Context: an optimization exercise on an open-source flow, tuned for small area, a short achievable clock period and few clock cycles. The choices shown serve that exercise and are no tape-out recipe. The RTL was checked by simulation tests, not by an equivalence proof against the original design. Power is estimated from default activity; no workload was simulated.

$ cat flow/flow/run.sh
#!/bin/bash
set -euo pipefail
KNOBS="ADDER_MAP_FILE= SETUP_SLACK_MARGIN=6"
bash standard.sh $KNOBS synth > synth.log 2>&1
bash standard.sh $KNOBS > layout.log 2>&1
$ cat flow/standard.sh
#!/bin/bash
# synth_recipe.tcl (not shown) runs the flow's synth.tcl, then flattens the netlist and writes it again
# the make line also repeats each setting of config.mk as NAME=value (left out here)
make -C /OpenROAD-flow-scripts/flow DESIGN_CONFIG=/design/flow/config.mk WORK_HOME=/design/flow/orfs CLKGATE_MAP_FILE= SYNTH_SCRIPT=/design/flow/synth_recipe.tcl "${@:-finish}"
$ cat flow/config.mk
export PLATFORM = sky130hd
export DESIGN_NAME = shamac80
export DESIGN_NICKNAME = shamac80
export VERILOG_FILES = /design/flow/design.v
export SDC_FILE = /design/flow/constraint.sdc
export NUM_CORES = 8
export LEC_CHECK = 0
export CAP_MARGIN = 20
export CORE_MARGIN = 2
export CORE_UTILIZATION = 50
export CTS_BUF_LIST = sky130_fd_sc_hd__clkbuf_8
export CTS_CLUSTER_DIAMETER = 60
export CTS_CLUSTER_SIZE = 12
export PLACE_DENSITY = 0.65
export SLEW_MARGIN = 20
$ cat flow/constraint.sdc
create_clock -name core_clock -period 12.0 [get_ports {clk}]
set_input_delay 2.4000 -clock core_clock [delete_from_list [all_inputs] [get_ports {clk}]]
set_output_delay 2.4000 -clock core_clock [all_outputs]
set_load 0.01 [all_outputs]
$ cat flow/design.v
module shamac80 (
    input  wire        clk,
    input  wire        rst,         
    input  wire        cmd_valid,
    input  wire [31:0] cmd,
    input  wire [23:0] rnd,
    output wire        cmd_ready,
    output reg         resp_valid,
    output reg  [7:0]  res,
    output reg  [7:0]  rdata
);
    localparam [7:0] E_CRC     = 8'h03;
    localparam [7:0] E_VERIFY  = 8'h0A;
    localparam [7:0] E_ILLEGAL = 8'hE0;
    localparam [7:0] E_ADDR    = 8'hE1;
    localparam [7:0] E_ACCESS  = 8'hE2;
    localparam [7:0] E_STATE   = 8'hE3;
    localparam [7:0] E_FAMILY  = 8'hE4;
    localparam [2:0] C_NONE = 3'd0, C_CRC = 3'd1, C_VERIFY = 3'd2, C_ILLEGAL = 3'd3,
                     C_ADDR = 3'd4, C_ACCESS = 3'd5, C_STATE = 3'd6, C_FAMILY = 3'd7;
    function [7:0] err_byte;
        input [2:0] c;
        begin
            case (c)
                C_NONE:    err_byte = 8'h00;
                C_CRC:     err_byte = E_CRC;
                C_VERIFY:  err_byte = E_VERIFY;
                C_ILLEGAL: err_byte = E_ILLEGAL;
                C_ADDR:    err_byte = E_ADDR;
                C_ACCESS:  err_byte = E_ACCESS;
                C_STATE:   err_byte = E_STATE;
                default:   err_byte = E_FAMILY;
            endcase
        end
    endfunction
    localparam [7:0] OP_NOP    = 8'h00;
    localparam [7:0] OP_LD     = 8'h01;
    localparam [7:0] OP_ST     = 8'h02;
    localparam [7:0] OP_CLRERR = 8'h03;
    localparam [7:0] OP_SRST   = 8'h04;
    localparam [7:0] OP_COMP   = 8'h10;
    localparam [7:0] OP_FOLD   = 8'h11;
    localparam [7:0] OP_NSEC   = 8'h12;
    localparam [7:0] OP_C8SEED = 8'h20;
    localparam [7:0] OP_C8B    = 8'h21;
    localparam [7:0] OP_C8CHK  = 8'h22;
    localparam [7:0] OP_C8ID   = 8'h23;
    localparam [7:0] OP_C16SEED= 8'h28;
    localparam [7:0] OP_C16B   = 8'h29;
    localparam [7:0] OP_C16CHK = 8'h2A;
    localparam [7:0] OP_ISSUE  = 8'h30;
    localparam [7:0] OP_VERIFY = 8'h31;
    localparam [7:0] OP_ACLR   = 8'h32;
    localparam [2:0] J_COMP   = 3'd0;
    localparam [2:0] J_FOLD   = 3'd1;
    localparam [2:0] J_NSEC   = 3'd2;
    localparam [2:0] J_BIND   = 3'd3;
    localparam [2:0] J_VERIFY = 3'd4;
    reg [511:0] m_q;          
    reg [255:0] page_q;
    reg [119:0] tail_q;
    reg [255:0] sec_q;        
    reg [7:0]   crc8_q;
    reg [15:0]  crc16_q;
    reg [1:0]   authst_q;
    reg [23:0]  chal_q;       
    reg [159:0] resp_q;
    reg [255:0] acct_q;
    reg [255:0] bdata_q;
    reg [55:0]  bcode_q;
    reg [63:0]  devaddr_q;
    reg [31:0]  ctr_q;
    reg [7:0]   pageno_q;
    reg         ef_q;
    reg         rfr_q;
    reg [2:0]   err_q;
    reg [31:0]  a_q, b_q, c_q, d_q, e_q;
    reg         ready_q;      
    reg         clr_q;        
    reg         busy_q;       
    reg         pst_v;        
    reg  [8:0]  pst_a;
    reg  [7:0]  pst_d;
    reg         fin_q;        
    reg         prep_q;       
    reg [2:0]   job_q;
    reg [1:0]   dslot_q;
    reg [5:0]   rc_q;         
    reg         rest_q;       
    reg [7:0]   rr_q;         
    reg [2:0]   ph_q;         
    reg         bq_bind, bq_auth;   
    reg [1:0]   bq_slot, bq_mx;
    assign cmd_ready = ready_q;
    wire accept = cmd_valid & ready_q;
    function [31:0] rotl;
        input [31:0] x;
        input integer n;
        begin
            rotl = (x << n) | (x >> (32 - n));
        end
    endfunction
    function [7:0] crc8_byte;
        input [7:0] c_in;
        input [7:0] b_in;
        integer k;
        reg [7:0] c;
        reg [7:0] bb;
        reg mix;
        begin
            c = c_in;
            bb = b_in;
            for (k = 0; k < 8; k = k + 1) begin
                mix = c[0] ^ bb[0];
                c = c >> 1;
                if (mix) c = c ^ 8'h8C;
                bb = bb >> 1;
            end
            crc8_byte = c;
        end
    endfunction
    function [15:0] crc16_byte;
        input [15:0] c_in;
        input [7:0]  b_in;
        integer k;
        reg [15:0] c;
        reg [7:0]  bb;
        reg mix;
        begin
            c = c_in;
            bb = b_in;
            for (k = 0; k < 8; k = k + 1) begin
                mix = c[0] ^ bb[0];
                c = c >> 1;
                if (mix) c = c ^ 16'hA001;
                bb = bb >> 1;
            end
            crc16_byte = c;
        end
    endfunction
    function [511:0] build_block_le;
        input [63:0]  sec;
        input [255:0] page;
        input [119:0] tail;
        input [1:0]   mx;
        begin
            build_block_le = 512'd0;
            build_block_le[31:0]    = sec[31:0];
            build_block_le[287:32]  = page;
            build_block_le[319:288] = tail[31:0];
            build_block_le[327:320] = {mx, tail[37:32]};
            build_block_le[407:328] = tail[119:40];
            build_block_le[439:408] = sec[63:32];
            build_block_le[447:440] = 8'h80;
            build_block_le[503:496] = 8'h01;
            build_block_le[511:504] = 8'hB8;
        end
    endfunction
    function [511:0] to_be;
        input [511:0] x;
        integer i;
        begin
            for (i = 0; i < 16; i = i + 1)
                to_be[32*i +: 32] = {x[32*i +: 8], x[32*i+8 +: 8], x[32*i+16 +: 8], x[32*i+24 +: 8]};
        end
    endfunction
    wire [159:0] h_v   = {e_q, d_q, c_q, b_q, a_q};                
    wire [159:0] mac_v = {a_q, b_q, c_q, d_q, e_q};                
    wire [159:0] hb_v;
    genvar gk;
    generate
        for (gk = 0; gk < 5; gk = gk + 1) begin : g_hb
            assign hb_v[32*gk +: 32] = {h_v[32*gk +: 8], h_v[32*gk+8 +: 8],
                                        h_v[32*gk+16 +: 8], h_v[32*gk+24 +: 8]};
        end
    endgenerate
    reg [63:0] dev_eff;
    integer di;
    always @(*) begin
        dev_eff = devaddr_q;
        for (di = 0; di < 8; di = di + 1)
            if (pst_v && pst_a == 9'h108 + di) dev_eff[8*di +: 8] = pst_d;
    end
    wire fam1 = (devaddr_q[7:0] == 8'h18);
    wire fam2 = (devaddr_q[6:0] == 7'h33);
    wire efam1 = (dev_eff[7:0] == 8'h18);
    wire efam2 = (dev_eff[6:0] == 7'h33);
    wire [7:0] fam_v = efam1 ? 8'd1 : efam2 ? 8'd2 : 8'd0;
    wire fam_ok = efam1 | efam2;
    wire [119:0] bind_tail = {bcode_q[55:32], devaddr_q[55:0], pageno_q, bcode_q[31:0]};
    wire [119:0] auth_tail = {chal_q, devaddr_q[55:0], pageno_q, fam1 ? ctr_q : 32'hFFFF_FFFF};
    wire [1:0]   auth_mx   = fam1 ? 2'd0 : 2'd1;
    wire [7:0]  op    = cmd[31:24];
    wire [15:0] addr  = cmd[23:8];
    wire [7:0]  dbyte = cmd[7:0];
    reg legal;
    always @(*) begin
        case (op)
            OP_NOP, OP_CLRERR, OP_SRST, OP_COMP, OP_C8CHK, OP_C8ID,
            OP_C16CHK, OP_ISSUE, OP_ACLR:  legal = (cmd[23:0] == 24'd0);
            OP_LD:                         legal = (cmd[7:0] == 8'd0);
            OP_ST:                         legal = 1'b1;
            OP_FOLD:                       legal = (cmd[23:8] == 16'd0) && (cmd[5:2] == 4'd0);
            OP_NSEC:                       legal = (cmd[23:8] == 16'd0) && (cmd[5:4] == 2'd0);
            OP_C8SEED, OP_C8B, OP_C16B:    legal = (cmd[23:8] == 16'd0);
            OP_C16SEED:                    legal = (cmd[23:16] == 8'd0);
            OP_VERIFY:                     legal = (cmd[23:1] == 23'd0);
            default:                       legal = 1'b0;
        endcase
    end
    wire go      = accept & legal;
    wire go_ld   = go & (op == OP_LD);
    wire go_st   = go & (op == OP_ST);
    wire [8:0] la = addr[8:0];
    wire hi0 = (addr[15:9] == 7'd0);
    function is_mapped;
        input integer ai;
        begin
            is_mapped = (ai <= 'h06E) || (ai >= 'h070 && ai <= 'h0B7) ||
                        (ai >= 'h0C0 && ai <= 'h106) || (ai >= 'h108 && ai <= 'h12B) ||
                        (ai >= 'h130 && ai <= 'h134) || (ai >= 'h136 && ai <= 'h137);
        end
    endfunction
    function is_writable;
        input integer ai;
        begin
            is_writable = (ai <= 'h06E) || (ai >= 'h070 && ai <= 'h08F) ||
                          (ai >= 'h0C0 && ai <= 'h106) || (ai >= 'h108 && ai <= 'h114) ||
                          (ai >= 'h118 && ai <= 'h12B);
        end
    endfunction
    wire [511:0] map_c, wr_c;
    genvar ga;
    generate
        for (ga = 0; ga < 512; ga = ga + 1) begin : g_rd
            assign map_c[ga] = is_mapped(ga);
            assign wr_c[ga]  = is_writable(ga);
        end
    endgenerate
    wire       mapped   = hi0 & map_c[la];
    wire       writable = wr_c[la];
    wire st_ok = go_st & mapped & writable;
    wire [7:0] wbus = clr_q ? 8'h00 : pst_d;
    wire [511:0] st_en;
    generate
        for (ga = 0; ga < 512; ga = ga + 1) begin : g_we
            assign st_en[ga] = clr_q | (pst_v & (pst_a == ga));
        end
    endgenerate
    function [15:0] crc8_mask;           
        input integer j;
        integer i;
        reg [15:0] u;
        reg [7:0] r;
        begin
            for (i = 0; i < 16; i = i + 1) begin
                u = 16'd1 << i;
                r = crc8_byte(u[7:0], u[15:8]);
                crc8_mask[i] = r[j];
            end
        end
    endfunction
    function [23:0] crc16_mask;          
        input integer j;
        integer i;
        reg [23:0] u;
        reg [15:0] r;
        begin
            for (i = 0; i < 24; i = i + 1) begin
                u = 24'd1 << i;
                r = crc16_byte(u[15:0], u[23:16]);
                crc16_mask[i] = r[j];
            end
        end
    endfunction
    function [63:0] crcid_mask;          
        input integer j;
        integer i, k;
        reg [63:0] u;
        reg [7:0] r;
        begin
            for (i = 0; i < 64; i = i + 1) begin
                u = 64'd1 << i;
                r = 8'd0;
                for (k = 0; k < 8; k = k + 1)
                    r = crc8_byte(r, u[8*k +: 8]);
                crcid_mask[i] = r[j];
            end
        end
    endfunction
    wire [7:0]  crc8_next;
    wire [15:0] crc16_next;
    wire [7:0]  crc8_id;
    genvar gc;
    generate
        for (gc = 0; gc < 8; gc = gc + 1) begin : g_c8
            localparam [15:0] MB = crc8_mask(gc);
            localparam [63:0] MI = crcid_mask(gc);
            assign crc8_next[gc] = ^({dbyte, crc8_q} & MB);
            assign crc8_id[gc]   = ^(dev_eff & MI);
        end
        for (gc = 0; gc < 16; gc = gc + 1) begin : g_c16
            localparam [23:0] MC = crc16_mask(gc);
            assign crc16_next[gc] = ^({dbyte, crc16_q} & MC);
        end
    endgenerate
    wire verify_ok = (authst_q == 2'd1) & fam_ok;
    wire go_comp   = go & (op == OP_COMP);
    wire go_fold   = go & (op == OP_FOLD || op == OP_NSEC);
    wire go_verify = go & (op == OP_VERIFY) & verify_ok;
    wire acc_blk   = go_fold | go_verify;
    wire job_blk   = (job_q == J_FOLD || job_q == J_NSEC || job_q == J_VERIFY || job_q == J_BIND);
    wire last = busy_q & (rc_q == 6'd39);
    wire rebuild = last & (job_q == J_FOLD || job_q == J_NSEC || job_q == J_VERIFY);
    wire ld_blk  = (prep_q & job_blk) | rebuild;
    wire use_q    = busy_q | prep_q;
    wire op_vfy   = (op == OP_VERIFY);
    wire op_fold  = (op == OP_FOLD) | (op == OP_NSEC);
    wire sel_bind = bq_bind;
    wire sel_auth = bq_auth;
    wire [1:0] fslot = bq_slot;
    wire [1:0] fmx   = bq_mx;
    wire [1:0] sslot = sel_bind ? 2'd1 : sel_auth ? 2'd2 : fslot;
    wire [63:0]  b_sec  = sec_q[64*sslot +: 64];
    wire [255:0] b_page = sel_bind ? bdata_q : sel_auth ? acct_q : page_q;
    wire [119:0] b_tail = sel_bind ? bind_tail : sel_auth ? auth_tail : tail_q;
    wire [1:0]   b_mx   = sel_bind ? 2'd0 : sel_auth ? auth_mx : fmx;
    wire [511:0] blk    = to_be(build_block_le(b_sec, b_page, b_tail, b_mx));
    function [7:0] hbyte;                
        input integer k, b;
        begin
            hbyte = h_v[32*k + 8*b +: 8];
        end
    endfunction
    wire [511:0] pg0, pg1, pg2, pg3, pg4;
    generate
        for (ga = 0; ga < 64; ga = ga + 1) begin : g_pg
            assign pg0[8*ga +: 8] = m_q[8*{ga[5:2], ~ga[1:0]} +: 8];
            if (ga < 'h20)                     assign pg1[8*ga +: 8] = page_q[8*ga +: 8];
            else if (ga < 'h2F)                assign pg1[8*ga +: 8] = tail_q[8*(ga-'h20) +: 8];
            else if (ga >= 'h30)               assign pg1[8*ga +: 8] = sec_q[8*(ga-'h30) +: 8];
            else                               assign pg1[8*ga +: 8] = 8'h00;
            if (ga < 'h10)                     assign pg2[8*ga +: 8] = sec_q[8*(ga+'h10) +: 8];
            else if (ga < 'h24)                assign pg2[8*ga +: 8] = hbyte((ga-'h10)/4, 3-(ga-'h10)%4);
            else if (ga < 'h38)                assign pg2[8*ga +: 8] = hbyte(4-(ga-'h24)/4, (ga-'h24)%4);
            else                               assign pg2[8*ga +: 8] = 8'h00;
            if (ga < 'h20)                     assign pg3[8*ga +: 8] = acct_q[8*ga +: 8];
            else                               assign pg3[8*ga +: 8] = bdata_q[8*(ga-'h20) +: 8];
            if (ga <= 'h06)                    assign pg4[8*ga +: 8] = bcode_q[8*ga +: 8];
            else if (ga >= 'h08 && ga <= 'h0F) assign pg4[8*ga +: 8] = devaddr_q[8*(ga-'h08) +: 8];
            else if (ga >= 'h10 && ga <= 'h13) assign pg4[8*ga +: 8] = ctr_q[8*(ga-'h10) +: 8];
            else if (ga == 'h14)               assign pg4[8*ga +: 8] = pageno_q;
            else if (ga >= 'h15 && ga <= 'h17) assign pg4[8*ga +: 8] = chal_q[8*(ga-'h15) +: 8];
            else if (ga >= 'h18 && ga <= 'h2B) assign pg4[8*ga +: 8] = resp_q[8*(ga-'h18) +: 8];
            else if (ga == 'h30)               assign pg4[8*ga +: 8] = {6'd0, rfr_q, ef_q};
            else if (ga == 'h31)               assign pg4[8*ga +: 8] = err_byte(err_q);
            else if (ga == 'h32)               assign pg4[8*ga +: 8] = {6'd0, authst_q};
            else if (ga == 'h33)               assign pg4[8*ga +: 8] = fam_v;
            else if (ga == 'h34)               assign pg4[8*ga +: 8] = crc8_q;
            else if (ga == 'h36)               assign pg4[8*ga +: 8] = crc16_q[7:0];
            else if (ga == 'h37)               assign pg4[8*ga +: 8] = crc16_q[15:8];
            else                               assign pg4[8*ga +: 8] = 8'h00;
        end
    endgenerate
    wire [5:0] lo = la[5:0];
    wire [7:0] rd_byte = ({8{la[8:6] == 3'd0}} & pg0[8*lo +: 8]) |
                         ({8{la[8:6] == 3'd1}} & pg1[8*lo +: 8]) |
                         ({8{la[8:6] == 3'd2}} & pg2[8*lo +: 8]) |
                         ({8{la[8:6] == 3'd3}} & pg3[8*lo +: 8]) |
                         ({8{la[8:6] == 3'd4}} & pg4[8*lo +: 8]);
    reg [31:0] y_q, q_q;
    reg [1:0]  kst_q;         
    reg        fch_q, fpar_q, fmaj_q;   
    reg [1:0]  kn_q;          
    reg        nch_q, npar_q, nmaj_q;   
    reg [31:0] p_q;           
    function [31:0] kval;
        input [1:0] st;
        begin
            case (st)
                2'd0:    kval = 32'h5A827999;
                2'd1:    kval = 32'h6ED9EBA1;
                2'd2:    kval = 32'h8F1BBCDC;
                default: kval = 32'hCA62C1D6;
            endcase
        end
    endfunction
    function [31:0] fsel3;
        input        ch, par, maj;
        input [31:0] x, y, z;
        begin
            fsel3 = ({32{ch}}  & ((x & y) | (~x & z))) |
                    ({32{par}} & (x ^ y ^ z)) |
                    ({32{maj}} & ((x & y) | (x & z) | (y & z)));
        end
    endfunction
    function [31:0] fsel;
        input [1:0]  t;
        input [31:0] x, y, z;
        begin
            case (t)
                2'd0:    fsel = (x & y) | (~x & z);
                2'd2:    fsel = (x & y) | (x & z) | (y & z);
                default: fsel = x ^ y ^ z;
            endcase
        end
    endfunction
    function [31:0] add32;
        input [31:0] x, y;
        reg [31:0] g, p, gn, pn;
        integer i, d;
        begin
            g = x & y;
            p = x ^ y;
            for (d = 1; d < 32; d = d * 2) begin
                gn = g; pn = p;
                for (i = 0; i < 32; i = i + 1) begin
                    if ((i / d) % 2 == 1) begin
                        gn[i] = g[i] | (p[i] & g[(i/d)*d - 1]);
                        pn[i] = p[i] & p[(i/d)*d - 1];
                    end
                end
                g = gn; p = pn;
            end
            add32 = (x ^ y) ^ {g[30:0], 1'b0};
        end
    endfunction
    function [31:0] add3;
        input [31:0] x, y, z;
        reg [31:0] sv, cv;
        begin
            sv = x ^ y ^ z;
            cv = (x & y) | (x & z) | (y & z);
            add3 = add32(sv, {cv[30:0], 1'b0});
        end
    endfunction
    wire [31:0] t1  = add32(rotl(a_q, 5), y_q);
    wire [31:0] f2q = add32(fsel3(fch_q, fpar_q, fmaj_q, a_q, rotl(b_q, 30), c_q), q_q);
    wire [31:0] t2  = add32(rotl(t1, 5), f2q);
    wire [31:0] w0  = m_q[32*0 +: 32],  w1  = m_q[32*1 +: 32];
    wire [31:0] w2  = m_q[32*2 +: 32],  w3  = m_q[32*3 +: 32];
    wire [31:0] w8  = m_q[32*8 +: 32],  w9  = m_q[32*9 +: 32];
    wire [31:0] w13 = m_q[32*13 +: 32], w14 = m_q[32*14 +: 32];
    wire [31:0] x0  = w13 ^ w8 ^ w2;
    wire [31:0] x1  = w14 ^ w9 ^ w3;
    wire fwd  = busy_q & (rc_q < 6'd32);
    wire back = rest_q & (ph_q == 3'd0) & (rr_q != 8'd0) & (rr_q <= 8'd224);
    wire [31:0] n0 = fwd ? rotl(x0 ^ w0, 1) : back ? (x0 ^ rotl(w0, 31)) : w0;
    wire [31:0] n1 = fwd ? rotl(x1 ^ w1, 1) : back ? (x1 ^ rotl(w1, 31)) : w1;
    wire shift = busy_q | rest_q;
    function [1:0] pstage;               
        input [6:0] r;
        begin
            pstage = (r < 7'd10) ? 2'd0 : (r < 7'd20) ? 2'd1 : (r < 7'd30) ? 2'd2 : 2'd3;
        end
    endfunction
    wire [1:0] kn_next = prep_q ? 2'd0 : pstage({1'b0, rc_q} + 7'd2);
    wire [1:0] kst_next = prep_q ? 2'd0 : kn_q;
    wire [1:0]  qslot = bq_bind ? 2'd1 : bq_auth ? 2'd2 : bq_slot;
    wire [31:0] qsec  = sec_q[64*qslot +: 32];
    wire [63:0] qpage = bq_bind ? bdata_q[63:0] : bq_auth ? acct_q[63:0] : page_q[63:0];
    wire [31:0] bw0 = {qsec[7:0], qsec[15:8], qsec[23:16], qsec[31:24]};
    wire [31:0] bw1 = {qpage[7:0], qpage[15:8], qpage[23:16], qpage[31:24]};
    wire [31:0] bw2 = {qpage[39:32], qpage[47:40], qpage[55:48], qpage[63:56]};
    wire [31:0] fn  = fsel3(nch_q, npar_q, nmaj_q, t1, rotl(a_q, 30), rotl(b_q, 30));
    wire [31:0] ya  = prep_q ? 32'hB7103887 : fn;
    wire [31:0] yb  = prep_q ? (job_blk ? bw0 : w0) : p_q;
    wire [31:0] qd  = prep_q ? 32'h10325476 : rotl(b_q, 30);
    wire [31:0] qw  = prep_q ? (job_blk ? bw1 : w1) : w3;
    wire [31:0] pe  = prep_q ? 32'h98BADCFE : rotl(a_q, 30);
    wire [31:0] pw  = prep_q ? (job_blk ? bw2 : m_q[32*2 +: 32]) : m_q[32*4 +: 32];
    wire [63:0] mac8_next = {rotl(b_q, 30), c_q};
    wire mac_match = (mac_v == resp_q);
    always @(posedge clk) begin
        y_q   <= add32(ya, yb);
        q_q   <= add3(qd, kval(kst_next), qw);
        p_q   <= add3(pe, kval(kn_next), pw);
        kst_q <= kst_next;
        kn_q  <= kn_next;
        nch_q  <= (kn_next == 2'd0);
        npar_q <= kn_next[0];
        nmaj_q <= (kn_next == 2'd2);
        fch_q  <= (kst_next == 2'd0);
        fpar_q <= kst_next[0];
        fmaj_q <= (kst_next == 2'd2);
        if (prep_q) rc_q <= 6'd0;
        else        rc_q <= rc_q + 6'd1;
        if (!rest_q) begin
            rr_q <= 8'd0;
            ph_q <= 3'd0;
        end else begin
            rr_q <= rr_q + 8'd1;
            ph_q <= (ph_q == 3'd6) ? 3'd0 : ph_q + 3'd1;
        end
        if (acc_blk) begin
            bq_bind <= (op == OP_VERIFY) &  cmd[0];
            bq_auth <= (op == OP_VERIFY) & ~cmd[0];
            bq_slot <= cmd[1:0];
            bq_mx   <= cmd[7:6];
        end else if (last & (job_q == J_BIND)) begin
            bq_bind <= 1'b0;
            bq_auth <= 1'b1;
        end
    end
    wire sec_wr = last & (job_q == J_NSEC || job_q == J_BIND);
    wire [1:0] sec_wslot = (job_q == J_BIND) ? 2'd2 : dslot_q;
    wire [63:0] sbus = sec_wr ? mac8_next : {8{wbus}};
    wire [511:0] m_shift = {n1, n0, m_q[511:64]};
    genvar gb;
    generate
        for (gb = 0; gb < 64; gb = gb + 1) begin : g_m
            localparam integer MP = 32*(gb/4) + 24 - 8*(gb%4);
            always @(posedge clk)
                if (st_en[gb] | ld_blk | shift)
                    m_q[MP +: 8] <= ld_blk ? blk[MP +: 8] : shift ? m_shift[MP +: 8] : wbus;
        end
        for (gb = 0; gb < 32; gb = gb + 1) begin : g_s
            always @(posedge clk)
                if (st_en['h070 + gb] | (sec_wr & (sec_wslot == gb / 8)))
                    sec_q[8*gb +: 8] <= sbus[8*(gb % 8) +: 8];
            always @(posedge clk) if (st_en['h040 + gb]) page_q[8*gb +: 8]  <= wbus;
            always @(posedge clk) if (st_en['h0C0 + gb]) acct_q[8*gb +: 8]  <= wbus;
            always @(posedge clk) if (st_en['h0E0 + gb]) bdata_q[8*gb +: 8] <= wbus;
        end
        for (gb = 0; gb < 15; gb = gb + 1) begin : g_t
            always @(posedge clk) if (st_en['h060 + gb]) tail_q[8*gb +: 8] <= wbus;
        end
        for (gb = 0; gb < 7; gb = gb + 1) begin : g_bc
            always @(posedge clk) if (st_en['h100 + gb]) bcode_q[8*gb +: 8] <= wbus;
        end
        for (gb = 0; gb < 8; gb = gb + 1) begin : g_dv
            always @(posedge clk) if (st_en['h108 + gb]) devaddr_q[8*gb +: 8] <= wbus;
        end
        for (gb = 0; gb < 4; gb = gb + 1) begin : g_ct
            always @(posedge clk) if (st_en['h110 + gb]) ctr_q[8*gb +: 8] <= wbus;
        end
        for (gb = 0; gb < 20; gb = gb + 1) begin : g_rs
            always @(posedge clk) if (st_en['h118 + gb]) resp_q[8*gb +: 8] <= wbus;
        end
    endgenerate
    always @(posedge clk) if (st_en['h114]) pageno_q <= wbus;
    always @(posedge clk) begin
        if (clr_q) begin
            a_q <= 32'd0; b_q <= 32'd0; c_q <= 32'd0; d_q <= 32'd0; e_q <= 32'd0;
        end else if (prep_q) begin
            a_q <= 32'h67452301;
            b_q <= 32'hEFCDAB89;
            c_q <= 32'h98BADCFE;
            d_q <= 32'h10325476;
            e_q <= 32'hC3D2E1F0;
        end else if (busy_q) begin
            a_q <= t2;
            b_q <= t1;
            c_q <= rotl(a_q, 30);
            d_q <= rotl(b_q, 30);
            e_q <= c_q;
        end
    end
    wire op_c8id = (op == OP_C8ID);
    always @(posedge clk) begin
        if (clr_q) begin
            crc8_q   <= 8'd0;
            crc16_q  <= 16'd0;
            authst_q <= 2'd0;
            chal_q   <= 24'd0;
            ef_q     <= 1'b0;
            rfr_q    <= 1'b0;
            err_q    <= C_NONE;
        end else begin
            if (accept & !legal) begin
                err_q <= C_ILLEGAL; ef_q <= 1'b1;
            end
            if (go) begin
                case (op)
                    OP_LD: if (!mapped) begin err_q <= C_ADDR; ef_q <= 1'b1; end
                    OP_ST: if (!mapped) begin err_q <= C_ADDR; ef_q <= 1'b1; end
                           else if (!writable) begin err_q <= C_ACCESS; ef_q <= 1'b1; end
                    OP_CLRERR: begin err_q <= C_NONE; ef_q <= 1'b0; end
                    OP_C8SEED: crc8_q <= dbyte;
                    OP_C8B:    crc8_q <= crc8_next;
                    OP_C8CHK:  if (crc8_q != 8'h00) begin err_q <= C_CRC; ef_q <= 1'b1; end
                    OP_C8ID: begin
                        crc8_q <= crc8_id;
                        if (crc8_id != 8'h00) begin err_q <= C_CRC; ef_q <= 1'b1; end
                    end
                    OP_C16SEED: crc16_q <= cmd[15:0];
                    OP_C16B:    crc16_q <= crc16_next;
                    OP_C16CHK:  if (crc16_q != 16'hB001) begin err_q <= C_CRC; ef_q <= 1'b1; end
                    OP_ISSUE: begin
                        chal_q   <= {rnd[7:0], rnd[15:8], rnd[23:16]};
                        authst_q <= 2'd1;
                    end
                    OP_VERIFY: begin
                        if (authst_q != 2'd1) begin err_q <= C_STATE; ef_q <= 1'b1; end
                        else if (!fam_ok) begin err_q <= C_FAMILY; ef_q <= 1'b1; end
                    end
                    OP_ACLR: begin
                        authst_q <= 2'd0;
                        rfr_q    <= 1'b0;
                        chal_q   <= 24'd0;
                    end
                    default: ;
                endcase
            end
            if (fin_q) begin
                if (mac_match) authst_q <= 2'd2;
                else begin
                    authst_q <= 2'd3;
                    if (fam2 & ~fam1) rfr_q <= 1'b1;
                    err_q <= C_VERIFY; ef_q <= 1'b1;
                end
            end
        end
    end
    always @(posedge clk) begin
        pst_v <= ~rst & st_ok;
        pst_a <= la;
        pst_d <= dbyte;
    end
    always @(posedge clk) begin
        if (rst) begin
            ready_q    <= 1'b0;
            clr_q      <= 1'b1;
            busy_q     <= 1'b0;
            fin_q      <= 1'b0;
            prep_q     <= 1'b0;
            rest_q     <= 1'b0;
            resp_valid <= 1'b0;
            res        <= 8'd0;
            rdata      <= 8'd0;
        end else begin
            resp_valid <= 1'b0;
            clr_q      <= 1'b0;
            fin_q      <= 1'b0;
            prep_q     <= 1'b0;
            if (clr_q) ready_q <= 1'b1;
            if (accept) begin
                resp_valid <= 1'b1;
                res   <= 8'd0;
                rdata <= 8'd0;
                if (!legal) res <= E_ILLEGAL;
                else case (op)
                    OP_LD: if (!mapped) res <= E_ADDR;
                           else rdata <= (pst_v && pst_a == la) ? pst_d : rd_byte;
                    OP_ST: if (!mapped) res <= E_ADDR; else if (!writable) res <= E_ACCESS;
                    OP_SRST: begin ready_q <= 1'b0; clr_q <= 1'b1; end
                    OP_C8CHK:  if (crc8_q != 8'h00) res <= E_CRC;
                    OP_C8ID:   if (crc8_id != 8'h00) res <= E_CRC;
                    OP_C16CHK: if (crc16_q != 16'hB001) res <= E_CRC;
                    OP_COMP, OP_FOLD, OP_NSEC: begin
                        resp_valid <= 1'b0;
                        ready_q    <= 1'b0;
                        prep_q     <= 1'b1;
                        job_q      <= (op == OP_NSEC) ? J_NSEC : (op == OP_FOLD) ? J_FOLD : J_COMP;
                        dslot_q    <= cmd[3:2];
                    end
                    OP_VERIFY: begin
                        if (authst_q != 2'd1) res <= E_STATE;
                        else if (!fam_ok) res <= E_FAMILY;
                        else begin
                            resp_valid <= 1'b0;
                            ready_q    <= 1'b0;
                            prep_q     <= 1'b1;
                            job_q      <= cmd[0] ? J_BIND : J_VERIFY;
                        end
                    end
                    default: ;
                endcase
            end
            if (prep_q) busy_q <= 1'b1;
            if (last) begin
                busy_q <= 1'b0;
                case (job_q)
                    J_BIND: begin
                        prep_q <= 1'b1;
                        job_q  <= J_VERIFY;
                    end
                    J_VERIFY: fin_q <= 1'b1;
                    J_COMP:   rest_q <= 1'b1;
                    default: begin
                        resp_valid <= 1'b1;
                        res        <= 8'd0;
                        rdata      <= 8'd0;
                        ready_q    <= 1'b1;
                    end
                endcase
            end
            if (rest_q & (rr_q == 8'd231)) begin
                rest_q     <= 1'b0;
                resp_valid <= 1'b1;
                res        <= 8'd0;
                rdata      <= 8'd0;
                ready_q    <= 1'b1;
            end
            if (fin_q) begin
                resp_valid <= 1'b1;
                res        <= mac_match ? 8'd0 : E_VERIFY;
                rdata      <= 8'd0;
                ready_q    <= 1'b1;
            end
        end
    end
endmodule
==> results.json, run 1 <==
{
  "synth-seq-cells": 2363,
  "tritoncts": "done",
  "drive_above_1_share_pct": 17.0,
  "clock_sinks": 2363,
  "grt_pass1_wl_um": 921000,
  "gp_congestion": 1.09,
  "ys_seq_area_share_pct": 49.0,
  "root_buffer": "clkbuf_8",
  "finalSetupViolations": 0,
  "vdd_drop_max_uv": 132,
  "max_freq_mhz": 166,
  "drc": 0,
  "insertion_delay_ps": 1150,
  "rsz0062_at_grt": "true",
  "skew_ps": 128,
  "fin_crit_ps": 6020,
  "cts_hold_buffers": 0,
  "ios": 77,
  "layout_common_cells": "edfxtp_1 (1,987), a21oi_1 (1,130), nor2_1 (1,029)",
  "instances_no_fill": 15457,
  "overflow": 0,
  "vias": 116042,
  "track_usage_pct": 48.7,
  "totalWireLength_um": 700000,
  "grt_pass1_vias": 104555,
  "outcome": "finished clean",
  "cp-start-kind": "flip-flop",
  "vias_per_cell": 7.51,
  "timing_max_transition_violations_final": 0,
  "final.period_utilization_pct": 50.2,
  "clockBufferDepth": 4,
  "drtIter0Drc": 22336,
  "initial_utilization_pct": 50.2,
  "switching_share_pct": 35.6,
  "cts.htree.levels": 5,
  "cts_made_buffers": 270,
  "port_buffers": 76,
  "power_density_nw_per_um2": 152,
  "path_class": "reg2reg",
  "synthArstFlopShare_pct": 0,
  "ant_nets": 0,
  "arrival_ps": 6960,
  "postSynthCellCount": 11840,
  "mostFrequentLayoutCell": "edfxtp_1",
  "seq_power_share_pct": 46.1,
  "setup_tns_ps": 0,
  "synth_flop_cell": "edfxtp_1",
  "netlist_area_um2": 137000,
  "drv_cap": 0,
  "cp_max_fo": 17,
  "core_area_um2": 273000,
  "p_clk_share_pct": 26.1,
  "tightest_slew_ps": 1330,
  "finalHoldViolations": 0,
  "syn2layout_area_growth_pct": 9.38,
  "final_nets": 11701,
  "clk_pin_slew_ps": 90,
  "synth_cell_type_count": 116,
  "p_comb_share_pct": 27.9,
  "place_inst": 14862,
  "dp_hpwl_um": 507000,
  "antenna_found_initial": 115,
  "die_x_um": 528,
  "p_int_mw": 14.7,
  "slew_headroom_pct": 11.1,
  "p_leak_nw": 49.9,
  "required_ps": 12940,
  "hold-worst-slack_ps": 465,
  "rows": 192,
  "wl_per_cell_um": 45.3,
  "synth.avg_cell_area_um2": 11.6,
  "worstSetupEndpointType": "flip-flop",
  "synth_edf_count": 1987,
  "switchingPower_mw": 8.12,
  "synth-warning-count": 1,
  "postSynthNetCount": 11899,
  "grt_max_degree": 159,
  "firstDrtPassIters": 9,
  "hold_path_class": "reg2reg",
  "die_h_um": 528,
  "design.die.area_um2": 279000
}
## path summary, 6_finish.rpt
| kind | start | to | slack [ps] | cells past startpoint |
|---|---|---|---|---|
| setup / recovery | a_q[19] | a_q[31] | 5980 | 21 |
| hold / removal | res[0] | res[0] | 460 | 2 |
| setup reg to reg | a_q[19] | a_q[31] | 5980 | 21 |
| hold reg to reg | res[0] | res[0] | 460 | 2 |
## metal layers
metal	vias up	GRT usage [%]	routed length [um]	part of all wire, %
li1	44823	-	-	-
met1	57923	60.6	241000	34
met2	10740	67.1	282000	40
met3	2482	20.2	109000	16
met4	74	36.9	67400	9.6
met5	-	0.935	853	0.12
## registers in the layout (all words and copies together), names as in the netlist, 64 cells and up
register	cells
m_q	512
sec_q	256
devaddr_q	64
tail_q	120
acct_q	256
bdata_q	256
resp_q	160
page_q	256
## power groups by stage
stage	Clock [mW]	Combinational, mW	Sequential [mW]
2_1_floorplan	0	3.94	10.1
3_3_place_gp	0	5.64	10.6
3_5_place_dp	0	5.73	10.6
4_1_cts	5.90	5.85	10.4
5_1_grt	6.17	6.57	10.5
6_report	5.95	6.35	10.5
## through the flow
step	utilization, %	setup WS, ps	power [mW]	instance area, um^2
floorplan	-	5930	14.1	137000
global placement	51.9	4700	16.2	142000
detailed placement	51.9	4650	16.3	142000
CTS	54.2	5790	22.2	148000
global route	54.9	5870	23.2	150000
finish	54.9	5980	22.8	150000
## area by class of cell
class | instances | area [um^2]
flip-flops and latches | 2363 | 67200
clock buffers | 280 | 3850
inverters | 124 | 499
repair buffers | 569 | 5420
multi-input cells | 8314 | 67000
clock inverters | 160 | 1390
diodes | 58 | 145
fillers | 23177 | 123000
well taps | 3589 | 4490
## kinds of logic (layout without fill, tap and decap cells)
family	count (synthesis)	count (layout)	synth area share, %
xor+xnor	1123	1123	7.27
buf+inv	1167	1133	3.31
mux	1348	1348	16.5
compound gates	3215	3217	14.9
flops	2363	2363	49.0
simple gates	2511	2513	8.18
other cells	0	58	0
fa+ha+maj	113	113	0.832
## worst max-delay path: stages (launching register included)
cell	delay, ps
dfxtp_1	300
buf_4	280
a22oi_1	230
o31ai_1	140
and2_1	200
a2111oi_0	780
nor2_1	190
nor3_1	420
xnor2_2	240
a2bb2oi_1	150
a22oi_2	500
o221ai_4	220
a31oi_4	340
o31ai_4	150
a21boi_4	290
o31ai_4	140
nand4_4	110
nand4b_1	170
a31o_4	290
a2111oi_4	440
a2111oi_4	100
nand3b_1	190
## what timing repair did
action | in CTS | in global routing
resized for setup | 139 | 198
setup endpoints to repair | 79 | 68
setup buffers | 26 | 48
gates cloned | 7 | 12
pin swaps | 19 | 49
## cell usage after synthesis, drive strengths merged, types with 18 or more instances
cell type / number / area [um^2]
o22ai: 30 / 188
buf: 197 / 897
xnor2: 712 / 6240
o31ai: 35 / 304
a211oi: 426 / 3210
nor2: 1058 / 3970
a311oi: 20 / 175
inv: 121 / 454
nor3b: 49 / 378
and3: 27 / 174
mux4: 731 / 16500
nand2: 760 / 2850
o32ai: 28 / 245
xor2: 401 / 3510
nand3: 89 / 445
nand2b: 49 / 307
nand3b: 18 / 135
o21ai: 542 / 2720
or3: 41 / 257
dfxtp: 376 / 7530
a22oi: 48 / 360
nor3: 115 / 611
a21oi: 1145 / 5740
nand4: 59 / 375
o21a: 37 / 278
a21o: 182 / 1370
mux2: 28 / 315
and2: 53 / 332
edfxtp: 1987 / 59700
nor4: 37 / 231
o21bai: 73 / 548
nor2b: 51 / 319
or2: 47 / 294
a2111oi: 22 / 246
clkbuf: 846 / 3180
a31oi: 180 / 1180
a211o: 23 / 201
o221ai: 109 / 967
mux2i: 589 / 5900
maj3: 113 / 1140
o211ai: 127 / 953
Testbench counts, summed over its fixed seeds: cycles 10,519.
==> run 2, diff against run 1 <==
==> flow/flow/run.sh (replaced) <==
#!/bin/bash
set -euo pipefail
MARGIN=6
rm -rf synth_scripts
cp -r "$FLOW_HOME/scripts" synth_scripts
cp flow/abc_speed.script synth_scripts/abc_speed.script
bash standard.sh SCRIPTS_DIR="$PWD/synth_scripts" ADDER_MAP_FILE= SETUP_SLACK_MARGIN=$MARGIN synth > synth.log 2>&1
bash standard.sh SETUP_SLACK_MARGIN=$MARGIN > layout.log 2>&1
==> flow/flow/abc_speed.script (new file) <==
strash
dch
map -D 2500
topo
buffer -c
upsize -c
dnsize -c
==> run 2 against run 1 <==
Effect of this change:
- combinational power decreased by 24%
- largest cell class unchanged
- clock-buffer cell count decreased by 4
- first-iteration DRC count increased by 32%
- fmax decreased by 4.8%
- via count increased by 13%
- core utilization decreased by 0.37 points
- area after synthesis decreased by 4.3%
- register-to-register slack got worse by 180 ps
- critical path type is now in2reg
- clock skew decreased by 17 ps
- setup slack got worse by 300 ps
==> results.json, run 2 <==
{
  "path_class": "in2reg",
  "use_met3_pct": 25.8,
  "core_area_um2": 262000,
  "place_inst": 17740,
  "vias": 131274,
  "die_x_um": 517,
  "layout_common_cells": "nand2_1 (2,531), edfxtp_1 (1,987), o21ai_0 (1,394)",
  "firstDrtPassIters": 21,
  "r2r-start": "bq_auth",
  "gp_congestion": 1.19,
  "skew_ps": 111,
  "required_ps": 13080,
  "insertion_delay_ps": 1180,
  "initial_utilization_pct": 50.2,
  "final.period_utilization_pct": 52.7,
  "synthArstFlopShare_pct": 0,
  "grt_pass1_vias": 114920,
  "arrival_ps": 7400,
  "busiest_layer": "met2",
  "port_buffers": 76,
  "synthTopCellsByArea": "edfxtp_1 (45%), nand2_1 (7.2%), a22oi_1 (6.4%)",
  "grt_pass1_wl_um": 975000,
  "synth.avg_cell_area_um2": 8.95,
  "rows": 188,
  "yosysTopAreaCellShare_pct": 45.4,
  "synth_flop_cell": "edfxtp_1",
  "synth_xor_area_share_pct": 4.89,
  "die_h_um": 517,
  "r2r_cells": 17,
  "wl_per_cell_um": 40.3,
  "rsz0062_at_grt": "false",
  "totalWireLength_um": 736000,
  "slew_headroom_pct": 5.65,
  "clock_sinks": 2363,
  "yosys-mux-area-fraction_pct": 0,
  "postSynthNetCount": 14727,
  "cts.htree.levels": 5,
  "dp_hpwl_um": 535000,
  "setup_tns_ps": 0,
  "max_freq_mhz": 158,
  "largest_reg_flops": 512,
  "ant_nets": 0,
  "crit_chain": "clkdlybuf4s50_1 > clkinv_2 > nor2_4 > clkbuf_16 > inv_8 > buf_12 > o22ai_1 > o21ai_0 > nand4_1 > nand3_1 > nand3_1 > nand4_1 > a221oi_1 > a21oi_1 > a22oi_1 > nor2_1",
  "hold_path_class": "reg2reg",
  "synth_cell_type_count": 98,
  "final_nets": 14579,
  "yosys.area_share.simple_pct": 13.8,
  "fin_crit_ps": 6320,
  "crit_end": "rdata[6]",
  "vias_per_cell": 7.20,
  "rr_endpoint": "q_q[25]",
  "design.die.area_um2": 267000,
  "finalSetupViolations": 0,
  "drc": 0,
  "outcome": "finished clean",
  "root_buffer": "clkbuf_8",
  "postSynthCellCount": 14668,
  "ys_seq_area_share_pct": 51.2,
  "grt_max_degree": 188,
  "post-place-ws_ps": 3970,
  "clk_pin_slew_ps": 80,
  "clockBufferDepth": 4,
  "cp-start-kind": "input port",
  "r2r_slack_ps": 5800,
  "regMostFlops": "m_q",
  "startpoint": "cmd[8]",
  "drv_cap": 0,
  "cp_max_fo": 117,
  "yosys.area.top_type": "edfxtp_1",
  "slowest_stage": "o21ai_0",
  "synth_commonest_cells": "nand2_1 (2,534), edfxtp_1 (1,987), o21ai_0 (1,497), inv_1 (1,171), a22oi_1 (1,112)",
  "power_density_nw_per_um2": 145,
  "synth.most_common_cell": "nand2_1",
  "synth_edf_count": 1987,
  "synth-warning-count": 1,
  "mostFrequentLayoutCell": "nand2_1",
  "crit_path_max_incr_delay_ps": 620,
  "synth_fa_ha_area_share_pct": 0.0305,
  "worstSetupEndpointType": "flip-flop",
  "grtUsageMet1_pct": 62.0,
  "drtIter0Drc": 29562,
  "syn2layout_area_growth_pct": 8.69,
  "met2_usage_pct": 72.3,
  "drive_above_1_share_pct": 8.19,
  "timing_max_transition_violations_final": 0,
  "cts_made_buffers": 265,
  "track_usage_pct": 53.5,
  "synth-seq-cells": 2363,
  "tightest_slew_ps": 1400,
  "setup_ws_ps": 5680,
  "vdd_drop_max_uv": 156,
  "synth_compound_area_share_pct": 23.7,
  "synth_top_family_by_area": "compound AO/OA/AOI/OAI gates",
  "overflow": 0,
  "antenna_found_initial": 60,
  "finalHoldViolations": 0,
  "netlist_area_um2": 131000,
  "tritoncts": "done",
  "p_leak_nw": 53.6,
  "ios": 77,
  "instances_no_fill": 18238
}
==> run 2: cell type report <==
class,count,area (um^2)
fill,24246,119000
sequential,2363,67200
multi-input combinational,10101,56500
timing repair buffer,564,4940
inverter,1225,4670
tap,3515,4400
clock buffer,276,3800
clock inverter,135,1120
antenna,59,148
==> run 2: layer usage <==
layer | share of wire (%) | up-vias
met5 | 0.071 | -
met1 | 32 | 62022
met3 | 17 | 3557
li1 | - | 52587
met2 | 39 | 13074
met4 | 12 | 34
==> run 2: cell families after synthesis <==
| group | after synthesis |
|---|---|
| DFF | 2363 |
| and+or+nand+nor | 4387 |
| AOI/OAI and AO/OA | 5008 |
| adders and majority gates | 4 |
| buffers and inverters | 2205 |
| xor gates and xnor gates | 701 |
==> run 2: per-stage QoR <==
| stage | area [um^2] | util, % | hold slack [ps] | power (mW) |
|---|---|---|---|---|
| after global routing | 143000 | 54.5 | 468 | 21.1 |
| after floorplan | 131000 | - | 398 | 12.9 |
| after global placement | 137000 | 52.3 | 413 | 14.7 |
| final | 143000 | 54.5 | 434 | 20.8 |
| after detailed placement | 137000 | 52.3 | 423 | 14.8 |
| after CTS | 142000 | 54.3 | 441 | 20.3 |
==> run 2: worst min path at each step <==
stage | from | endpoint | slack (ps) | cells past startpoint
2_1_floorplan | rc_q[0] | rc_q[0] | 400 | 1
3_3_place_gp | rc_q[0] | rc_q[0] | 410 | 1
3_5_place_dp | rc_q[0] | rc_q[0] | 420 | 1
4_1_cts | rc_q[0] | rc_q[0] | 440 | 1
5_1_grt | rr_q[0] | rr_q[0] | 470 | 1
6_report | rc_q[0] | rc_q[0] | 430 | 1
==> run 2: critical path: cells and delay by family <==
family	cells	cell delay (ps)
compound gates	5	1070
buf+inv	5	1940
simple gates	6	1700
==> run 2: repair_timing <==
item / CTS / global route
setup buffers: 7 / 10
setup endpoints to repair: 48 / 74
pin swaps: 3 / 5
gates resized for setup: 41 / 58
hold buffers: 0 / 0
gates cloned: 1 / 1
==> run 2: power by group <==
part | internal [mW] | switching, mW | leakage (nW)
Sequential | 9.60 | 0.543 | 22.5
Combinational | 1.37 | 3.44 | 28.5
Clock | 2.45 | 3.35 | 2.67
Total | 13.4 | 7.33 | 53.6
==> run 3, diff against run 2 <==
--- a/flow/flow/run.sh
+++ b/flow/flow/run.sh
@@ -1,6 +1,6 @@
 #!/bin/bash
 set -euo pipefail
-MARGIN=6
+MARGIN=7
 rm -rf synth_scripts
 cp -r "$FLOW_HOME/scripts" synth_scripts
 cp flow/abc_speed.script synth_scripts/abc_speed.script
==> flow/config.mk (replaced) <==
export PLATFORM = sky130hd
export DESIGN_NAME = shamac80
export DESIGN_NICKNAME = shamac80
export VERILOG_FILES = /design/flow/design.v
export SDC_FILE = /design/flow/constraint.sdc
export NUM_CORES = 8
export LEC_CHECK = 0
export CAP_MARGIN = 30
export CORE_MARGIN = 2
export CORE_UTILIZATION = 40
export CTS_BUF_LIST = sky130_fd_sc_hd__clkbuf_8
export CTS_CLUSTER_DIAMETER = 60
export CTS_CLUSTER_SIZE = 12
export PLACE_DENSITY = 0.55
export SLEW_MARGIN = 30
==> run 3 against run 2 <==
Effect of this change:
- routed wire length grew 13%
- critical path depth is 6 higher
- global-route usage down 6.0 points
- largest cell class unchanged
==> results.json, run 3 <==
{
  "largest_reg_flops": 512,
  "rsz0062_at_grt": "false",
  "synthTopCellsByArea": "edfxtp_1 (45%), nand2_1 (7.2%), a22oi_1 (6.4%)",
  "postSynthCellCount": 14668,
  "path_class": "reg2reg",
  "setup_tns_ps": 0,
  "vias_per_cell": 6.82,
  "synth_flop_cell": "edfxtp_1",
  "dp_hpwl_um": 595000,
  "clock_sinks": 2363,
  "hold_start": "res[4]",
  "root_buffer": "clkbuf_8",
  "worstSetupEndpointType": "flip-flop",
  "clk_pin_slew_ps": 80,
  "netlist_area_um2": 131000,
  "tritoncts": "done",
  "yosysTopAreaCellShare_pct": 45.4,
  "regMostFlops": "m_q",
  "finalSetupViolations": 0,
  "slew_headroom_pct": 9.65,
  "fin_crit_ps": 5160,
  "timing_max_transition_violations_final": 0,
  "postSynthNetCount": 14727,
  "ant_nets": 0,
  "synth_edf_count": 1987,
  "p_leak_nw": 56.1,
  "layout_common_cells": "nand2_1 (2,502), edfxtp_1 (1,987), o21ai_0 (1,320)",
  "gp_congestion": 1.09,
  "totalWireLength_um": 828000,
  "yosys.area.top_type": "edfxtp_1",
  "finalHoldViolations": 0,
  "rr_endpoint": "a_q[29]",
  "drtIter0Drc": 25101,
  "wl_per_cell_um": 42.9,
  "tightest_slew_ps": 1340,
  "design.die.area_um2": 333000,
  "final.period_utilization_pct": 43.0,
  "die_h_um": 577,
  "power_density_nw_per_um2": 147,
  "synthArstFlopShare_pct": 0,
  "max_freq_mhz": 194,
  "cp-start-kind": "flip-flop",
  "instances_no_fill": 19300,
  "cts_made_buffers": 290,
  "grt_max_degree": 167,
  "synth_commonest_cells": "nand2_1 (2,534), edfxtp_1 (1,987), o21ai_0 (1,497), inv_1 (1,171), a22oi_1 (1,112)",
  "clockBufferDepth": 4,
  "outcome": "finished clean",
  "cts.htree.levels": 5,
  "firstDrtPassIters": 9,
  "overflow": 0,
  "drc": 0,
  "antenna_found_initial": 83,
  "drv_cap": 0,
  "initial_utilization_pct": 40.1,
  "r2r_cells": 22,
  "die_x_um": 577,
  "ys_seq_area_share_pct": 51.2,
  "use_met3_pct": 15.6,
  "ios": 77,
  "whs_path_depth": 2,
  "synth-warning-count": 1,
  "grtUsageMet1_pct": 58.2,
  "vdd_drop_max_uv": 104,
  "final_nets": 14769,
  "min_to": "res[4]",
  "synth.most_common_cell": "nand2_1",
  "fill_cells": 32071,
  "r2r-start": "a_q[0]",
  "grt_pass1_wl_um": 1070000,
  "rows": 210,
  "core_area_um2": 327000,
  "synth_cell_type_count": 98,
  "cts_hold_buffers": 0,
  "met2_usage_pct": 67.6,
  "synth.avg_cell_area_um2": 8.95,
  "skew_ps": 94.7,
  "synth-seq-cells": 2363,
  "grt_pass1_vias": 116194,
  "r2r_slack_ps": 6840,
  "drive_above_1_share_pct": 11.7,
  "hold_path_class": "reg2reg",
  "mostFrequentLayoutCell": "nand2_1",
  "port_buffers": 76,
  "required_ps": 13010,
  "syn2layout_area_growth_pct": 14.0,
  "track_usage_pct": 47.5,
  "cp_max_fo": 9,
  "place_inst": 18577,
  "busiest_layer": "met2",
  "arrival_ps": 6170,
  "insertion_delay_ps": 1180,
  "vias": 131584
}
## run 3: cell counts after synthesis
Identical to the previous run, type by type.
## run 3: through the flow
step	setup slack [ps]	total power [mW]	hold slack, ps	instance area, um^2	util (%)
2_1_floorplan	6670	12.9	398	131000	-
3_3_place_gp	3750	14.9	408	138000	42.2
3_5_place_dp	4130	14.9	422	138000	42.3
4_1_cts	6930	21.6	436	147000	45.0
5_1_grt	6820	22.5	460	150000	45.7
6_report	6840	22.1	432	150000	45.8
## run 3: report_power, final
| part | internal (mW) | leakage [nW] | switching [mW] |
|---|---|---|---|
| logic | 1.56 | 30.4 | 3.71 |
| clock network | 3.03 | 3.18 | 3.58 |
| registers | 9.60 | 22.5 | 0.580 |
## run 3: worst max path at each step
stage	from	depth (start not counted)	slack [ps]	end
floorplan	clr_q	5	6670	sec_q[118]
global placement	cmd[11]	15	3750	rdata[7]
detailed placement	cmd[11]	15	4130	rdata[7]
CTS	cmd[10]	19	6930	rdata[0]
finish	a_q[0]	22	6840	a_q[29]
global route	a_q[0]	22	6820	a_q[25]
## run 3: cell type report
type	instances	area [um^2]	area share, %
Timing Repair inverter	6	55.1	0.0368
Multi-Input combinational cell	10108	58300	38.9
Antenna cell	60	150	0.100
Inverter	1225	4950	3.31
Timing Repair Buffer	716	7560	5.05
Tap cell	4346	5440	3.63
Sequential cell	2363	67200	44.9
Clock buffer	310	4270	2.85
Clock inverter	166	1710	1.15
## run 3: critical path: stages (launching register included)
cell	delay (ps)
dfxtp_1	320
buf_6	240
inv_4	200
nor2_1	240
nor3_1	110
o21ai_4	490
a31oi_2	230
o31ai_4	430
nand3_2	180
nand2_2	210
nand3_4	240
o211ai_4	340
nand2_1	210
nand3_1	220
nand2_1	80
clkinv_1	110
nand4_1	90
buf_4	190
nor2_4	250
nand3_1	150
a31o_2	270
nand2_1	100
a21oi_1	80
## run 3: routing by layer
layer  wire length [um]  share of wire (%)  vias up
li1                   -                  -    53094
met1             291000                 35    63983
met2             337000                 41    11557
met3             112000                 13     2910
met4              87600                 11       40
met5                395              0.048        -
## run 3: cell families after synthesis
| group | after synthesis | share of synthesized area [%] |
|---|---|---|
| XOR/XNOR | 701 | 4.89 |
| AO/OA/AOI/OAI | 5008 | 23.7 |
| buffers and inverters | 2205 | 6.46 |
| adder cells (fa/ha/maj) | 4 | 0.0305 |
| AND/OR/NAND/NOR | 4387 | 13.8 |
| flip-flops | 2363 | 51.2 |
## run 3: repair_timing
action / CTS / global route
setup endpoints to repair: 797 / 207
pin swaps: 34 / 60
cloned: 28 / 18
setup buffers: 45 / 90
gates resized for setup: 367 / 316
hold endpoints to repair: 0 / 0
==> run 4, diff against run 3 <==
--- a/flow/flow/run.sh
+++ b/flow/flow/run.sh
@@ -1,6 +1,6 @@
 #!/bin/bash
 set -euo pipefail
-MARGIN=7
+MARGIN=7.5
 rm -rf synth_scripts
 cp -r "$FLOW_HOME/scripts" synth_scripts
 cp flow/abc_speed.script synth_scripts/abc_speed.script
==> run 4 against run 3 <==
Effect of this change:
- die area did not move
- area after synthesis did not move
- critical path type unchanged
- hold slack improved by 0.99 ps
- highest routed layer unchanged
- cell area rose by 3.8%
- total power rose by 0.90%
- combinational power rose by about 10%
- sequential cell count did not move
- routed wire length rose by 1.5%
- core utilization rose by 1.7 points
- clock power fell by 5.4%
- final cell count rose by 1.2%
- sequential share of layout area fell by 1.6 points
==> results.json, run 4 <==
{
  "totalWireLength_um": 840000,
  "core_area_um2": 327000,
  "design.die.area_um2": 333000,
  "required_ps": 13040,
  "tritoncts": "done",
  "rr_endpoint": "y_q[21]",
  "synth_cell_type_count": 98,
  "port_buffers": 76,
  "skew_ps": 101,
  "slew_headroom_pct": 14.5,
  "crit_end": "y_q[21]",
  "cp_max_fo": 36,
  "initial_utilization_pct": 40.1,
  "max_freq_mhz": 210,
  "cp-start-kind": "flip-flop",
  "synthArstFlopShare_pct": 0,
  "final.period_utilization_pct": 39.6,
  "dp_hpwl_um": 573000,
  "arrival_ps": 5790,
  "startpoint": "bq_auth",
  "root_buffer": "clkbuf_8",
  "cts.htree.levels": 5,
  "grtUsageMet1_pct": 57.3,
  "post-place-ws_ps": 4160,
  "r2r-start": "bq_auth",
  "p_int_mw": 14.1,
  "timing_max_transition_violations_final": 0,
  "clk_pin_slew_ps": 80,
  "hold_path_class": "reg2reg",
  "postSynthNetCount": 14727,
  "p_comb_share_pct": 26.1,
  "overflow": 0,
  "clockBufferDepth": 4,
  "finalSetupViolations": 0,
  "vdd_drop_max_uv": 99.9,
  "cts_made_buffers": 285,
  "mostFrequentLayoutCell": "nand2_1",
  "synth.most_common_cell": "nand2_1",
  "rows": 210,
  "rsz0062_at_grt": "true",
  "cts_hold_buffers": 0,
  "instances_no_fill": 19527,
  "seq_power_share_pct": 45.8,
  "ant_nets": 0,
  "clock_sinks": 2363,
  "die_x_um": 577,
  "synth-warning-count": 1,
  "drc": 0,
  "drive_above_1_share_pct": 15.5,
  "ys_seq_area_share_pct": 51.2,
  "wl_per_cell_um": 43.0,
  "place_inst": 18582,
  "ios": 77,
  "finalHoldViolations": 0,
  "gp_congestion": 1.08,
  "synth_commonest_cells": "nand2_1 (2,534), edfxtp_1 (1,987), o21ai_0 (1,497), inv_1 (1,171), a22oi_1 (1,112)",
  "grt_pass1_wl_um": 1080000,
  "synth_edf_count": 1987,
  "yosysTopAreaCellShare_pct": 45.4,
  "vias_per_cell": 6.94,
  "insertion_delay_ps": 1220,
  "firstDrtPassIters": 12,
  "synth_flop_cell": "edfxtp_1",
  "synth.avg_cell_area_um2": 8.95,
  "yosys.area.top_type": "edfxtp_1",
  "final_nets": 15007,
  "switchingPower_mw": 8.14,
  "fill_cells": 31504,
  "setup_tns_ps": 0,
  "tightest_slew_ps": 1270,
  "postSynthCellCount": 14668,
  "switching_share_pct": 36.6,
  "whs_path_depth": 1,
  "layout_common_cells": "nand2_1 (2,472), edfxtp_1 (1,987), o21ai_0 (1,279)",
  "placed_area_um2": 138000,
  "p_leak_nw": 58.3,
  "netlist_area_um2": 131000,
  "r2r_slack_ps": 7250,
  "r2r_cells": 22,
  "synthTopCellsByArea": "edfxtp_1 (45%), nand2_1 (7.2%), a22oi_1 (6.4%)",
  "busiest_layer": "met2",
  "drtIter0Drc": 27782,
  "crit_path_max_incr_delay_ps": 530,
  "worstSetupEndpointType": "flip-flop",
  "power_density_nw_per_um2": 143,
  "largest_reg_flops": 512,
  "stdcell_area_um2": 155000,
  "syn2layout_area_growth_pct": 18.3,
  "fin_crit_ps": 4750,
  "outcome": "finished clean",
  "p_clk_share_pct": 28.1,
  "antenna_found_initial": 70,
  "grt_pass1_vias": 119589,
  "track_usage_pct": 48.1,
  "crit_chain": "buf_4 > buf_12 > buf_16 > o21ai_4 > buf_12 > buf_6 > o21ai_0 > a21oi_1 > a21oi_2 > inv_1 > o21ai_0 > o22ai_1 > a21o_1 > nand3_1 > nor2_1 > nand4_1 > buf_6 > nand3_4 > buf_12 > nand2_4 > o2111ai_1 > nand2_1",
  "hold-worst-slack_ps": 433,
  "die_h_um": 577,
  "regMostFlops": "m_q",
  "drv_cap": 0,
  "vias": 135545,
  "synth-seq-cells": 2363,
  "crit_top_cell": "buf_12",
  "met2_usage_pct": 66.8,
  "use_met3_pct": 17.6,
  "path_class": "reg2reg",
  "setup_ws_ps": 7250,
  "grt_max_degree": 169,
  "slowest_stage": "o22ai_1"
}
## run 4: cell counts after synthesis
No cell type changed its count.
## run 4: area by class of cell
cell class	instances	area [um^2]	share of cell area (%)
multi-input cells	10110	60300	38.8
clock inverters	159	1420	0.914
diodes	65	163	0.105
well taps	4346	5440	3.50
inverters	1225	5090	3.28
flip-flops and latches	2363	67300	43.3
repair inverters	3	22.5	0.0145
repair buffers	960	11600	7.44
clock buffers	296	4070	2.62
## run 4: layer usage
metal | up-vias | part of all wire, %
li1 | 53567 | -
met5 | - | 0.058
met1 | 65605 | 34
met3 | 3519 | 15
met4 | 18 | 12
met2 | 12836 | 40
## run 4: how the worst min path moves through the flow
stage | end | start | slack (ps)
floorplan | rc_q[0] | rc_q[0] | 400
finish | rc_q[0] | rc_q[0] | 430
global placement | rc_q[0] | rc_q[0] | 410
global route | rc_q[0] | rc_q[0] | 460
CTS | res[4] | res[4] | 440
detailed placement | res[4] | res[4] | 420
## run 4: critical path, delay by kind of cell (launching register included)
family,cells,cell delay [ps]
compound gates,8,1690
buf+inv,8,1680
simple gates,6,780
flops,1,400
## run 4: kinds of logic after synthesis
kind of cell | count (synthesis) | share of synthesized area (%)
buffers and inverters | 2205 | 6.46
AND/OR/NAND/NOR | 4387 | 13.8
adder cells (fa/ha/maj) | 4 | 0.0305
flip-flops | 2363 | 51.2
XOR/XNOR | 701 | 4.89
AO/OA/AOI/OAI | 5008 | 23.7
## run 4: what timing repair did
action,in CTS,in global routing
endpoints found under the setup margin,1106,208
pin swaps,103,159
gates resized for setup,706,623
gates cloned,77,30
buffers inserted,168,147
## run 4: power by group through the flow
stage / registers [mW] / logic, mW / clock network (mW)
after floorplan: 10.0 / 2.87 / 0
after global placement: 10.3 / 4.60 / 0
after detailed placement: 10.3 / 4.63 / 0
after CTS: 10.1 / 5.16 / 6.20
after global routing: 10.2 / 5.97 / 6.48
final: 10.2 / 5.80 / 6.26
## run 4: metrics by stage
step	utilization, %	power [mW]
global placement	42.2	14.9
floorplan	-	12.9
CTS	46.1	21.5
detailed placement	42.3	14.9
finish	47.5	22.3
global route	47.4	22.7
==> run 5, diff against run 4 <==
--- a/flow/flow/run.sh
+++ b/flow/flow/run.sh
@@ -1,6 +1,6 @@
 #!/bin/bash
 set -euo pipefail
-MARGIN=7.5
+MARGIN=7
 rm -rf synth_scripts
 cp -r "$FLOW_HOME/scripts" synth_scripts
 cp flow/abc_speed.script synth_scripts/abc_speed.script
==> flow/flow/abc_speed.script (replaced) <==
&get -n
&st
&dch
&nf -D 2000
&st
&syn2
&if -g -K 6
&synch2
&nf -D 2000
&put
buffer -c
topo
stime -c
upsize -c
dnsize -c
==> run 5 against run 4 <==
Effect of this change:
- total power decreased by 0.21%
- clock power shrank 4.8%
- sequential cell count did not move
- register-to-register slack got worse by 610 ps
- largest cell class is now multi-input combinational cells
- still clean
- area after synthesis up 3.6%
- sequential share of layout area decreased by 0.17 points
- critical endpoint is now a_q[29]
==> results.json, run 5 <==
{
  "hold_start": "rdata[1]",
  "mostFrequentLayoutCell": "edfxtp_1",
  "worstSetupEndpointType": "flip-flop",
  "gp_congestion": 1.09,
  "netlist_area_um2": 136000,
  "grt_max_degree": 210,
  "vdd_drop_max_uv": 108,
  "slew_headroom_pct": 18.2,
  "crit_path_max_incr_delay_ps": 540,
  "grt_pass1_wl_um": 958000,
  "arrival_ps": 6370,
  "drive_above_1_share_pct": 21.6,
  "hold-worst-slack_ps": 465,
  "yosys.area.top_type": "edfxtp_1",
  "synth_edf_count": 1987,
  "startpoint": "fch_q",
  "cts.htree.levels": 5,
  "clk_pin_slew_ps": 90,
  "skew_ps": 127,
  "synth.avg_cell_area_um2": 11.6,
  "drtIter0Drc": 21575,
  "initial_utilization_pct": 40.1,
  "cp-start-kind": "flip-flop",
  "r2r_cells": 19,
  "fin_crit_ps": 5370,
  "hold_path_class": "reg2reg",
  "yosys.area_share.simple_pct": 8.43,
  "outcome": "finished clean",
  "grt_pass1_vias": 105242,
  "slowest_stage": "or3b_1",
  "rsz0062_at_grt": "true",
  "cts_made_buffers": 277,
  "track_usage_pct": 41.0,
  "crit_chain": "buf_12 > or2_4 > buf_4 > buf_4 > o32ai_1 > or3b_1 > maj3_2 > maj3_2 > a21oi_4 > or3_1 > o21ai_2 > or3_1 > a211oi_2 > o21ai_2 > a2111oi_4 > a211oi_4 > maj3_2 > mux2i_1 > a311oi_1",
  "synth_commonest_cells": "edfxtp_1 (1,987), a21oi_1 (1,077), nor2_1 (889), nand2_1 (867), clkbuf_1 (821)",
  "clock_sinks": 2363,
  "synth.most_common_cell": "edfxtp_1",
  "postSynthCellCount": 11708,
  "fill_cells": 30973,
  "r2r_slack_ps": 6630,
  "rr_endpoint": "a_q[29]",
  "timing_max_transition_violations_final": 0,
  "tightest_slew_ps": 1230,
  "synth_xor_area_share_pct": 7.38,
  "port_buffers": 76,
  "overflow": 0,
  "min_to": "rdata[1]",
  "layout_common_cells": "edfxtp_1 (1,987), a21oi_1 (1,031), nor2_1 (867)",
  "r2r-start": "fch_q",
  "ys_seq_area_share_pct": 49.4,
  "finalSetupViolations": 0,
  "vias_per_cell": 7.03,
  "yosysTopAreaCellShare_pct": 43.9,
  "synth_flop_cell": "edfxtp_1",
  "crit_family": "compound AO/OA/AOI/OAI gates",
  "largest_reg_flops": 512,
  "final.period_utilization_pct": 44.7,
  "die_x_um": 587,
  "cts_hold_buffers": 0,
  "synth-warning-count": 1,
  "synthArstFlopShare_pct": 0,
  "max_freq_mhz": 186,
  "required_ps": 13010,
  "tritoncts": "done",
  "finalHoldViolations": 0,
  "synth_cell_type_count": 112,
  "yosys-mux-area-fraction_pct": 16.3,
  "ant_nets": 0,
  "root_buffer": "clkbuf_8",
  "synth_compound_area_share_pct": 14.4,
  "path_class": "reg2reg"
}
## run 5: changes by cell type in the layout (fill, tap and decap cells not counted), moves of 99 or more
cell      delta
a211oi_1   +362
a21o_1     +159
a22oi_1    -998
inv_1      -986
mux2i_1    +547
mux4_2     +720
nand2_1   -1618
nand3_1    -290
o21ai_0    -853
o21ai_1     -99
o22ai_1    -332
xnor2_1    +345
## run 5: per-stage QoR
| step | setup WS (ps) | cells | total power, mW | utilization [%] | cell area, um^2 |
|---|---|---|---|---|---|
| floorplan | 6920 | 11708 | 13.4 | - | 137000 |
| global placement | 4490 | 15695 | 15.3 | 41.9 | 142000 |
| detailed placement | 4520 | 15696 | 15.4 | 42.0 | 142000 |
| CTS | 6750 | 16333 | 21.6 | 45.1 | 153000 |
| global route | 6540 | 16475 | 22.6 | 45.9 | 156000 |
| finish | 6630 | 16525 | 22.2 | 46.0 | 156000 |
## run 5: area by class of cell
| type | count | area [um^2] | share of cell area, % |
|---|---|---|---|
| antenna | 54 | 135 | 0.0867 |
| sequential | 2363 | 67300 | 43.1 |
| inverter | 124 | 534 | 0.343 |
| clock buffer | 285 | 3920 | 2.52 |
| timing repair buffer | 823 | 8930 | 5.73 |
| tap | 4536 | 5680 | 3.64 |
| timing repair inverter | 2 | 20.0 | 0.0128 |
| clock inverter | 146 | 1270 | 0.816 |
| multi-input combinational | 8192 | 68200 | 43.7 |
## run 5: metal layers
metal / up-vias / global-route usage [%] / part of all wire [%]
met5: - / 0 / 0.045
met4: 48 / 34.2 / 11
met3: 2590 / 14.4 / 14
met2: 10168 / 57.7 / 41
met1: 58587 / 50.4 / 35
li1: 44779 / - / -
## run 5: worst max-delay path by stage
stage / endpoint / slack [ps] / cells past startpoint
final: a_q[29] / 6630 / 19
after global routing: a_q[29] / 6540 / 23
after CTS: a_q[29] / 6750 / 25
after detailed placement: rdata[3] / 4520 / 11
after global placement: rdata[3] / 4490 / 11
after floorplan: rdata[6] / 6920 / 11
## run 5: worst reg2reg max path, cell delays in order, from the launching register on
cell and delay [ps]:
dfxtp_4 430, buf_12 140, or2_4 150, buf_4 130
buf_4 170, o32ai_1 100, or3b_1 540, maj3_2 410
maj3_2 390, a21oi_4 470, or3_1 280, o21ai_2 90
or3_1 390, a211oi_2 270, o21ai_2 140, a2111oi_4 400
a211oi_4 100, maj3_2 330, mux2i_1 120, a311oi_1 190
## run 5: repair_timing
action / CTS / global route
buffers inserted: 164 / 120
pin swaps: 116 / 75
cloned: 42 / 17
setup endpoints to repair: 405 / 108
gates resized for setup: 559 / 279
## run 5: report_power, final
| part | total (mW) | leakage (nW) | internal [mW] | switching (mW) |
|---|---|---|---|---|
| registers | 10.3 | 22.5 | 9.61 | 0.725 |
| clock network | 5.96 | 2.73 | 2.54 | 3.42 |
| logic | 5.91 | 26.9 | 2.36 | 3.56 |
## run 5: cells by family after synthesis
logic type,after synthesis
multiplexers,1315
AND/OR/NAND/NOR,2524
XOR/XNOR,1130
adder cells (fa/ha/maj),109
buffers and inverters,1157
flip-flops,2363
AO/OA/AOI/OAI,3110

Setup slack of run 5, layout unchanged: 6.635 ns with ideal ports, 6.635 ns with driving cells assumed (clock clkbuf_16, inputs buf_2), 5.620 ns with port delays also shifted by the 1.212 ns mid clock arrival.
